What follows belongs to an exercise in optimizing a design on an open flow for small area; a production flow would make more cautious choices.
The RTL was checked by simulation tests, not by an equivalence proof against the original design.
No activity file was given, so power comes from the tool's default toggle rates.

== main ==
## spi_unit
module spi_unit #(
    parameter integer CLKFREQ = 80000000
) (
    input  wire        clk,
    input  wire        rst,          
    input  wire        mb_we,
    input  wire [31:0] mb_wdata,
    output wire [31:0] mb_rdata,
    output wire        sclk,
    output reg         mosi,
    input  wire        miso,
    output wire        mem_we,
    output wire [14:0] mem_addr,
    output wire [7:0]  mem_wdata
);
Size in the first run: about 710 cells after synthesis, about 94 I/O pins, roughly 5900 um2 of cells after synthesis.
Settings: LEC_CHECK=0, CAP_MARGIN=20, CORE_MARGIN=2, CORE_UTILIZATION=40, SLEW_MARGIN=20; clock period 10.0 ns.
standard.sh (not shown) runs the stock make flow with config.mk's settings and CLKGATE_MAP_FILE= SYNTH_SCRIPT=/design/flow/synth_recipe.tcl, a recipe that flattens the netlist after the stock synthesis.
==> flow/flow/run.sh <==
#!/bin/bash
# Own layout flow: the standard flow, with three changes.
#  1. After the standard synthesis, the combinational logic is mapped again
#     by ABC for area. Flip-flops, tie cells and (in one variant) adder cells
#     stay exactly as the standard synthesis made them. Each ABC script in
#     flow/resyn*.abc is tried, with and without keeping the half adders, and
#     the smallest netlist is kept.
#  2. The port buffers use the smallest buffer cell.
#  3. The clock tree uses clkbuf_8 and no dummy loads.
# Each tool writes its full output to a log file in this folder.
set -euo pipefail
here=$(pwd)
res=$here/orfs/results/${FLOW_PLATFORM}/spi_unit/base
lib=$FLOW_HOME/platforms/${FLOW_PLATFORM}/lib/sky130_fd_sc_hd__tt_025C_1v80.lib
yosys=${YOSYS_EXE:-$FLOW_HOME/../tools/install/yosys/bin/yosys}
knobs=(
  BUFFER_PORTS_ARGS="-buffer_cell sky130_fd_sc_hd__buf_1"
  CTS_ARGS="-sink_clustering_enable -repair_clock_nets -buf_list sky130_fd_sc_hd__clkbuf_8 -dont_use_dummy_load"
)

# 1. standard synthesis
bash standard.sh "${knobs[@]}" "$res/1_2_yosys.v" > synth_flow.log 2>&1
cp "$res/1_2_yosys.v" standard_1_2_yosys.v

# 2. remap the combinational logic, keep the smallest result
python3 flow/cellfunc.py "$lib" map_fa.v 'fa|fah|fahcin|fahcon' > cellfunc.log 2>&1
python3 flow/cellfunc.py "$lib" map_faha.v 'fa|ha|fah|fahcin|fahcon' >> cellfunc.log 2>&1
best=""
best_area=""
for map in fa faha; do
  for abc in flow/resyn*.abc; do
    tag=${map}_$(basename "$abc" .abc)
    cat > "resyn_$tag.ys" <<EOT
read_liberty -lib $lib
read_verilog standard_1_2_yosys.v
hierarchy -check -top $FLOW_TOP
techmap -map map_$map.v
opt -purge
techmap
opt -fast
abc -liberty $lib -script $here/$abc -dont_use *lpflow* -dont_use *probe*
opt_clean -purge
hilomap -singleton -hicell sky130_fd_sc_hd__conb_1 HI -locell sky130_fd_sc_hd__conb_1 LO
splitnets
opt_clean -purge
stat -liberty $lib
write_verilog -noattr -noexpr -nohex -nodec resyn_$tag.v
EOT
    if "$yosys" -s "resyn_$tag.ys" > "resyn_$tag.log" 2>&1; then
      area=$(sed -n "s/.*Chip area for module .*: \([0-9.]*\).*/\1/p" "resyn_$tag.log" | tail -1)
      echo "$tag $area" >> resyn_areas.txt
      if [[ -n "$area" ]] && { [[ -z "$best_area" ]] || awk "BEGIN{exit !($area < $best_area)}"; }; then
        best=$tag
        best_area=$area
      fi
    fi
  done
done
echo "kept $best $best_area" >> resyn_areas.txt
cp "resyn_$best.v" "$res/1_2_yosys.v"

# 3. the rest of the standard flow
bash standard.sh "${knobs[@]}" finish > standard_flow.log 2>&1
Other scripts of this flow, unchanged in this note and not shown: flow/flow/cellfunc.py, flow/flow/resyn1.abc, flow/flow/resyn2.abc, flow/flow/resyn3.abc, flow/flow/resyn4.abc, flow/flow/resyn5.abc, flow/flow/resyn6.abc, flow/flow/resyn7.abc, flow/flow/resyn8.abc, flow/flow/resyn9.abc
--- input diff main..the feature branch ---
-- flow/design.v --
<<< main, line 58
        end
    endgenerate
    wire        tick = z[26];
    wire [25:0] y;                        
    wire [26:0] yc;
    assign yc[9]  = 1'b0;
    assign y[8:0] = z[8:0];
    generate
        for (gi = 9; gi < 26; gi = gi + 1) begin : g_cor
            wire kb = tick & ACC0[gi];
            assign y[gi]      = z[gi] ^ kb ^ yc[gi];
            assign yc[gi + 1] = (z[gi] & kb) | (z[gi] & yc[gi]) | (kb & yc[gi]);
        end
    endgenerate
>>> the feature branch, line 58
        end
    endgenerate
    wire        start = (cmd & f_rd) | (opnd & ~kd[0]);
    wire        tick  = z[26];
    wire        zt    = tick;
    wire [25:0] zx    = z[25:0];
    wire [24:0] fx    = freq[24:0] & {25{~s_store}};
    wire [25:0] y;                        
    wire [26:0] yc;
    assign yc[9]  = 1'b0;
    assign y[8:0] = zx[8:0];
    generate
        for (gi = 9; gi < 26; gi = gi + 1) begin : g_cor
            wire kb = zt & ACC0[gi];
            assign y[gi]      = zx[gi] ^ kb ^ yc[gi];
            assign yc[gi + 1] = (zx[gi] & kb) | (zx[gi] & yc[gi]) | (kb & yc[gi]);
        end
    endgenerate
<<< main, line 75
    generate
        for (gi = 0; gi < 26; gi = gi + 1) begin : g_add
            wire fb = (gi < 25) ? freq[gi] : 1'b0;
            assign z_nxt[gi]  = y[gi] ^ fb ^ sc[gi];
            assign sc[gi + 1] = (y[gi] & fb) | (y[gi] & sc[gi]) | (fb & sc[gi]);
>>> the feature branch, line 79
    generate
        for (gi = 0; gi < 26; gi = gi + 1) begin : g_add
            wire fb = (gi < 25) ? fx[gi] : 1'b0;
            assign z_nxt[gi]  = y[gi] ^ fb ^ sc[gi];
            assign sc[gi + 1] = (y[gi] & fb) | (y[gi] & sc[gi]) | (fb & sc[gi]);
<<< main, line 81
    endgenerate
    assign z_nxt[26] = sc[26];
    wire start = (cmd & f_rd) | (opnd & ~kd[0]);
    always @(posedge clk) begin
        if ((s_cmd | s_wop) & ~start)
            z <= {1'b1, 26'd0};
        else if (!s_store)
            z <= z_nxt;
    end
>>> the feature branch, line 85
    endgenerate
    assign z_nxt[26] = sc[26];
    always @(posedge clk) begin
        if ((s_cmd | s_wop) & ~start)
            z <= {1'b1, 26'd0};           
        else
            z <= z_nxt;
    end
--- outcome ---
The final layout from the feature branch, which completed every stage, passed the timing, design-rule and antenna checks at the end of the flow. Against main, the final cell area of the feature branch is lower. Diff the feature branch..main | flip-flop and latch count | unchanged. Non-clock inverter total of the final layout in the feature branch is about 3% higher than in main. The combined flip-flop and latch cell area on main is in line with that on the feature branch. The lower buffering overhead came out of main. main → the feature branch: hold slack +15 ps; detailed-route via count -about 5.4%; detailed placement HPWL -about 3%. [the feature branch vs main] global-route usage: lower in the feature branch. Between the feature branch and main, it is the feature branch whose total chip power is lower, by 0.83%. Die area | the feature branch < main.

-- separate check: timing with driven ports --
The results above use ideal ports. As a check the final layouts listed here were re-extracted and re-timed, cells and wires unchanged.
Step 1 assumes that a clkbuf_16 drives the clock port and a buf_2 every other input.
Step 2 also shifts input and output timing later by t, the mid clock arrival at the registers, as if the neighbouring blocks saw the same clock.
Slacks: ideal ports / drivers / drivers and shift; pairs: ideal ports / drivers.
| run | t (ns) | slack for setup (ns) | hold slack, ns | worst data-port slew with drivers (ns) | cell pins on the clock port's net |
|---|---|---|---|---|---|
| main | 0.431 | 0.411 / 0.411 / 0.411 | 0.467 / 0.467 / 0.467 | 0.04 | 1 |
| the feature branch | 0.421 | 0.394 / 0.394 / 0.394 | 0.482 / 0.482 / 0.482 | 0.05 | 1 |
After both steps setup and hold are still met in every run listed.
